Context: an optimization exercise on an open-source flow, tuned for small area. The choices shown serve that exercise and are no tape-out recipe. In this exercise RTL edits were held to simulation tests only and were not proved equivalent to the original. No activity file was given, so power comes from the tool's default toggle rates.

==> job 2761 <==
## ftsm_core
module ftsm_core (
    input  wire        clk,
    input  wire        rst,         
    input  wire        op_valid,
    output wire        op_ready,
    input  wire [23:0] op_word,
    output wire        eff_valid,
    input  wire        eff_ready,
    output wire [3:0]  eff_kind,
    output wire [15:0] eff_arg,
    output wire        done,
    output wire [15:0] ret_data
);
    localparam [2:0] PH_IDLE = 3'd0, PH_EXT = 3'd1, PH_BEGIN = 3'd2,
                     PH_EDONE = 3'd3, PH_TXND = 3'd4, PH_COENT = 3'd5,
                     PH_DONE = 3'd6, PH_RST = 3'd7;
    localparam [3:0] O_SUBMIT = 4'd1, O_RREAD = 4'd2, O_CSTART = 4'd3,
                     O_CABORT = 4'd4, O_DTGET = 4'd5, O_DTCNT = 4'd6,
                     O_TXD = 4'd8, O_RXD = 4'd9, O_RXE = 4'd10,
                     O_EDGE = 4'd11, O_FETO = 4'd12, O_COTO = 4'd13,
                     O_BM = 4'd14;
    localparam [2:0] FE_IDLE = 3'd0, FE_WTD = 3'd1, FE_WTE = 3'd2,
                     FE_WRD = 3'd3, FE_WIFT = 3'd4, FE_WBFT = 3'd5;
    localparam [3:0] CO_IDLE = 4'd0, CO_FIND = 4'd1, CO_SEND_INIT = 4'd2,
                     CO_WAIT_INIT = 4'd3, CO_SEND_RAND = 4'd4,
                     CO_WAIT_RAND = 4'd5, CO_SA_H = 4'd6, CO_SA_M = 4'd7,
                     CO_SA_L = 4'd8, CO_COMPARE = 4'd9, CO_PROG = 4'd10,
                     CO_WITHDRAW = 4'd12, CO_TERMINATE = 4'd13,
                     CO_ERROR = 4'd14, CO_EXIT = 4'd15;
    localparam [1:0] CL_NONE = 2'd0, CL_MAYBE = 2'd1, CL_ILLEGAL = 2'd3;
    localparam [3:0] PM_NONE = 4'd0, PM_CLR = 4'd1, PM_WR = 4'd2,
  ...
make LEC_CHECK=0 CAP_MARGIN=20 CORE_MARGIN=2 CORE_UTILIZATION=40 PLACE_DENSITY=0.6 SLEW_MARGIN=20 finish   # period 45.0 ns
run.sh (not shown) runs the stock make flow with config.mk's settings and CLKGATE_MAP_FILE= SYNTH_SCRIPT=/design/flow/synth_recipe.tcl, a recipe that flattens the netlist after the stock synthesis.
==> job 5499 (differences from job 2761) <==
--- a/flow/design.v
+++ b/flow/design.v
@@ -661,33 +661,21 @@
             spos <= (spos == 5'd23) ? 5'd0 : spos + 5'd1;
         end
     end
     always @(posedge clk) begin
         if (rst) begin
             phase <= PH_RST;
             slot <= 3'd5;
             run <= 1'b0;
-            opc <= 4'd0;
-            ret <= 7'd0;
-            pf <= 1'b0;
             fe_state <= FE_IDLE;
-            fe_repeated <= 1'b0;     fe_activity <= 1'b0;
-            fe_wrd_armed <= 1'b0;    fe_status <= 4'd0;
-            fe_resp <= 8'd0;
             bm_count <= 2'd0;
-            td_state <= 1'b0;        td_owner <= 1'b0;
-            td_cb <= 1'b0;
-            res_valid <= 1'b0;       res_status <= 4'd0;
-            res_resp <= 8'd0;
-            co_state <= CO_IDLE;     co_full <= 1'b0;
-            co_abort <= 1'b0;        co_index <= 7'd0;
-            sw_found <= 2'd0;        sw_special <= 1'b0;
-            sw_first <= 1'b0;        mm_eq <= 1'b0;
-            sdiff <= 3'b000;
+            td_state <= 1'b0;
+            res_valid <= 1'b0;
+            co_state <= CO_IDLE;
         end else begin
             case (phase)
             PH_IDLE: begin
                 if (op_valid) begin
                     phase <= PH_EXT;
                     slot <= 3'd0;
                     opc <= (op_word[23] == 1'b0 && op_word[18:17] == 2'b00) ?
                            op_word[22:19] : 4'd0;
Settings changed: ABC_AREA from default to 1, CORE_UTILIZATION 40 to 55, PLACE_DENSITY 0.6 to 0.7.
==> run notes <==
* Result of the run: finished clean
* Power dissipated in sequential cells at approximately 0.33 mW
* Total area of sequential cells at around 6800 um2
* NonClk Buf Share at 4.60%
* Number of diodes at 0
* Total routed wirelength at a little under 40 mm
* Share of the yosys chip area belonging to registers at a little over half
* Number of multi-input logic gates at 967
* EDFF count, synth at 76
* Initial Util at roughly 56%
* Cell count after synthesis at between 1,500 and 2,000
* Met3 Wirelength at 3.74 mm
That was job 5499.
==> run notes <==
* Result of the run: finished clean
* Highest net fanout along the worst path at 19
* Cell count after synthesis at 1,567
* Total routed wirelength at about 44 mm
* Cell type contributing the most total cell area after synthesis: dfxtp_1
* Endpoint arrival time on the critical path at 4.80 ns
* Share of the yosys chip area belonging to registers at between 40 and 50%
* Number of diodes at 1
* Initial Util at between 40% and 50%
* Worst slack after detailed placement at approximately 32 ns
* NonClk Buf Share at a little over 5%
* Met3 Wirelength at around 3.2 mm
* TritonCTS clock tree: done
* Cell class with the largest area share: multi-input gates
* Power dissipated in sequential cells at roughly 0.30 mW
* EDFF count, synth at 18
* Total area of sequential cells at between 6000 and 7000 um2
* Number of multi-input logic gates at 1,113
That was job 2761.

* * *

==> inputs of job 5048 <==
ftsm_core with an RTL version that a note above also has.
Settings: LEC_CHECK=0, ABC_AREA=1, CAP_MARGIN=20, CORE_MARGIN=2, CORE_UTILIZATION=40, CTS_BUF_LIST=sky130_fd_sc_hd__clkbuf_4 sky130_fd_sc_hd__clkbuf_8, CTS_CLUSTER_SIZE=24, PLACE_DENSITY=0.6, SLEW_MARGIN=20; clock period 45.0 ns.
==> job 1141 (differences from job 5048) <==
==> flow/flow/run.sh (new file) <==
#!/bin/bash
# Standard ORFS layout (the standard.sh), with:
#  1. the standard synthesis, unchanged, then its combinational logic
#     re-mapped by ABC with a stronger area script (reopt.ys); every
#     flip-flop instance, its cell type and its nets are kept as they are;
#  2. port buffers of the smallest buffer cell (buf_1), one per port as before;
#  3. CTS with clkbuf_4/clkbuf_8, larger sink clusters and no dummy loads.
# Each tool's output goes to a log of its own in this folder.
set -euo pipefail
here=$(pwd)
res=$here/orfs/results/$FLOW_PLATFORM/ftsm_core/base
export BUFFER_PORTS_ARGS="-buffer_cell sky130_fd_sc_hd__buf_1"
export CTS_ARGS="-sink_clustering_enable -repair_clock_nets -dont_use_dummy_load -buf_list {sky130_fd_sc_hd__clkbuf_4 sky130_fd_sc_hd__clkbuf_8} -sink_clustering_size 24"

# 1. standard synthesis up to the Yosys netlist
bash standard.sh "$res/1_2_yosys.v" > make_synth.log 2>&1
cp "$res/1_2_yosys.v" "$here/std_1_2_yosys.v"

# re-map the combinational logic
lib=$FLOW_HOME/platforms/$FLOW_PLATFORM/lib/sky130_fd_sc_hd__tt_025C_1v80.lib
dontuse=""
for c in $(cat flow/dont_use.txt); do dontuse="$dontuse -dont_use $c"; done
sed -e "s#@LIB@#$lib#g" -e "s#@DONTUSE@#$dontuse#g" -e "s#@IN@#$here/std_1_2_yosys.v#g" \
    -e "s#@OUT@#$here/reopt_1_2_yosys.v#g" -e "s#@SCRIPT@#$here/flow/area.abc#g" \
    flow/reopt.ys > reopt.ys
${YOSYS_EXE:-yosys} -s reopt.ys > reopt.log 2>&1
cp "$here/reopt_1_2_yosys.v" "$res/1_2_yosys.v"
touch "$res/1_2_yosys.v"

# 2./3. the rest of the standard layout
bash standard.sh > make_layout.log 2>&1
==> flow/flow/area.abc (new file) <==
strash
&get -n
&deepsyn -T 90
&put
dch -f
map -a
topo
dnsize -c
==> flow/flow/dont_use.txt (new file) <==
sky130_fd_sc_hd__probe_p_8 sky130_fd_sc_hd__probec_p_8 sky130_fd_sc_hd__lpflow_bleeder_1 sky130_fd_sc_hd__lpflow_clkbufkapwr_1 sky130_fd_sc_hd__lpflow_clkbufkapwr_16 sky130_fd_sc_hd__lpflow_clkbufkapwr_2 sky130_fd_sc_hd__lpflow_clkbufkapwr_4 sky130_fd_sc_hd__lpflow_clkbufkapwr_8 sky130_fd_sc_hd__lpflow_clkinvkapwr_1 sky130_fd_sc_hd__lpflow_clkinvkapwr_16 sky130_fd_sc_hd__lpflow_clkinvkapwr_2 sky130_fd_sc_hd__lpflow_clkinvkapwr_4 sky130_fd_sc_hd__lpflow_clkinvkapwr_8 sky130_fd_sc_hd__lpflow_decapkapwr_12 sky130_fd_sc_hd__lpflow_decapkapwr_3 sky130_fd_sc_hd__lpflow_decapkapwr_4 sky130_fd_sc_hd__lpflow_decapkapwr_6 sky130_fd_sc_hd__lpflow_decapkapwr_8 sky130_fd_sc_hd__lpflow_inputiso0n_1 sky130_fd_sc_hd__lpflow_inputiso0p_1 sky130_fd_sc_hd__lpflow_inputiso1n_1 sky130_fd_sc_hd__lpflow_inputiso1p_1 sky130_fd_sc_hd__lpflow_inputisolatch_1 sky130_fd_sc_hd__lpflow_isobufsrc_1 sky130_fd_sc_hd__lpflow_isobufsrc_16 sky130_fd_sc_hd__lpflow_isobufsrc_2 sky130_fd_sc_hd__lpflow_isobufsrc_4 sky130_fd_sc_hd__lpflow_isobufsrc_8 sky130_fd_sc_hd__lpflow_isobufsrckapwr_16 sky130_fd_sc_hd__lpflow_lsbuf_lh_hl_isowell_tap_1 sky130_fd_sc_hd__lpflow_lsbuf_lh_hl_isowell_tap_2 sky130_fd_sc_hd__lpflow_lsbuf_lh_hl_isowell_tap_4 sky130_fd_sc_hd__lpflow_lsbuf_lh_isowell_4 sky130_fd_sc_hd__lpflow_lsbuf_lh_isowell_tap_1 sky130_fd_sc_hd__lpflow_lsbuf_lh_isowell_tap_2 sky130_fd_sc_hd__lpflow_lsbuf_lh_isowell_tap_4
==> flow/flow/reopt.ys (new file) <==
read_liberty -ignore_miss_func @LIB@
blackbox sky130_fd_sc_hd__*df* sky130_fd_sc_hd__*dl* sky130_fd_sc_hd__conb_1
read_verilog @IN@
hierarchy -check -top ftsm_core
flatten
opt -purge
tee -o reopt_before.stat stat -liberty @LIB@
abc -script @SCRIPT@ -liberty @LIB@ @DONTUSE@
opt_clean -purge
hilomap -singleton -hicell sky130_fd_sc_hd__conb_1 HI -locell sky130_fd_sc_hd__conb_1 LO
insbuf -buf sky130_fd_sc_hd__buf_4 A X
opt_clean -purge
tee -o reopt_after.stat stat -liberty @LIB@
check
write_verilog -noattr -nohex -nodec @OUT@
==> flow/standard.sh (new file) <==
#!/bin/bash
# synth_recipe.tcl (not shown) runs the flow's synth.tcl, then flattens the netlist and writes it again
# the make line also repeats each setting of config.mk as NAME=value (left out here)
make -C /OpenROAD-flow-scripts/flow DESIGN_CONFIG=/design/flow/config.mk WORK_HOME=/design/flow/orfs CLKGATE_MAP_FILE= SYNTH_SCRIPT=/design/flow/synth_recipe.tcl "${@:-finish}"
CTS_BUF_LIST = unset   (was sky130_fd_sc_hd__clkbuf_4 sky130_fd_sc_hd__clkbuf_8)
CTS_CLUSTER_SIZE = unset   (was 24)
removed: flow/run.sh
==> job 8344 (differences from job 5048) <==
==> flow/flow/run.sh (new file) <==
#!/bin/bash
# Standard ORFS layout (the standard.sh, unchanged synthesis), with two
# placement/CTS arguments changed:
#  - port buffers use the smallest buffer cell (buf_1) instead of the
#    default pick; every port still gets its own buffer;
#  - CTS uses clkbuf_4/clkbuf_8 with larger sink clusters and no dummy loads.
set -euo pipefail
export BUFFER_PORTS_ARGS="-buffer_cell sky130_fd_sc_hd__buf_1"
export CTS_ARGS="-sink_clustering_enable -repair_clock_nets -dont_use_dummy_load -buf_list {sky130_fd_sc_hd__clkbuf_4 sky130_fd_sc_hd__clkbuf_8} -sink_clustering_size 24"
bash standard.sh > flow_make.log 2>&1
==> flow/standard.sh (new file) <==
#!/bin/bash
# synth_recipe.tcl (not shown) runs the flow's synth.tcl, then flattens the netlist and writes it again
# the make line also repeats each setting of config.mk as NAME=value (left out here)
make -C /OpenROAD-flow-scripts/flow DESIGN_CONFIG=/design/flow/config.mk WORK_HOME=/design/flow/orfs CLKGATE_MAP_FILE= SYNTH_SCRIPT=/design/flow/synth_recipe.tcl "${@:-finish}"
CTS_BUF_LIST = unset   (was sky130_fd_sc_hd__clkbuf_4 sky130_fd_sc_hd__clkbuf_8)
CTS_CLUSTER_SIZE = unset   (was 24)
removed: flow/run.sh
==> run notes <==
|  | job 1141 | job 8344 | job 5048 |
|---|---|---|---|
| Path depth of the worst reg2reg path | 22 | 18 | 17 |
| Cells after Synth | 1191 | 1511 | 1511 |
| Wire length on met2 | 15.6 mm | 17.6 mm | 18.1 mm |
| Area share of the largest cell type after synthesis | - | 35.1% | 35.1% |
| PwrDens | 51.5 nW/um2 | 49.1 nW/um2 | 50.7 nW/um2 |
| Post-route core utilization | 45.5% | 45.4% | 47.7% |
| Met1 usage in global routing | 31.9% | 32.5% | 32.9% |
| 1st-iter DRT viols | 841 | 1209 | 1293 |
| Worst rel slew slack | 33.2% | 22.6% | 23.9% |
| Number of global-route vias before repair | 8833 | 10434 | 10558 |
| Cell Int Power | 0.000431 W | 0.000459 W | 0.000508 W |
| Die area | 29100 um2 | 33900 um2 | 33900 um2 |
| Number of placed cells counting well taps | 1639 | 1994 | 1993 |
| Routed length per placed instance | 20.3 um | 19.5 um | 19.3 um |
| Capturing point of the worst reg2reg path | fe_frame[1]$_DFFE_PP_ | fe_frame[5]$_DFFE_PP_ | fe_frame[3]$_DFFE_PP_ |
| Starting density of the core | 40.3% | 40.8% | 40.8% |
| Run status | timing/DRC/antenna clean | timing/DRC/antenna clean | timing/DRC/antenna clean |
| Drt total wl | 34.3 mm | 39.8 mm | 40.1 mm |
| Worst-path maximum fanout | 11 | 6 | 8 |
| Netlist Area Pre-Place | 11100 um2 | 13000 um2 | 13000 um2 |
| Overall track demand over capacity in global routing | 23.9% | 23.4% | 23.6% |
| Met2 layer usage reported by global route | 38.5% | 36.1% | 37.5% |
| Dominant cell by count in the synthesized netlist | - | nand2_1 | nand2_1 |
| Leakage power summed over all cells | 4.41 nW | 5.80 nW | 6.16 nW |
| Pre-CTS WS | 30.97 ns | 32.87 ns | 32.57 ns |
| Startpoint of the tightest hold check path | dE0[8]$_DFF_P_ | dE0[28]$_DFF_P_ | dO0[12]$_DFF_P_ |

separate check: timing with driven ports:
Ports are ideal in the flow. The routed layouts listed here were re-timed in OpenROAD.
Step 1 assumes that a clkbuf_16 drives the clock port and a buf_2 every other input.
Step 2, shift: input delay + t, output delay - t, t = (earliest + latest rising clock arrival at the registers) / 2. This alone moves slack from input paths to output paths.
a / b / c = ideal ports / drivers / drivers and shift; a / b = the first two.
run | t (ns) | setup WS [ns] | latest minus earliest clock arrival (ns) | worst slew at a driven data input, ns | cell pins on the clock port's net
job 2761 | 0.622 | 31.201 / 31.151 / 31.773 | 0.016 / 0.016 | 0.04 | 1
job 5499 | 0.614 | 31.766 / 31.716 / 32.330 | 0.022 / 0.022 | 0.05 | 1
job 5048 | 0.609 | 31.851 / 31.805 / 32.415 | 0.027 / 0.027 | 0.05 | 1
job 1141 | 0.591 | 30.369 / 30.327 / 30.918 | 0.075 / 0.076 | 0.04 | 1
job 8344 | 0.575 | 32.238 / 32.192 / 32.767 | 0.058 / 0.058 | 0.04 | 1
After both steps setup and hold are still met in every run listed.
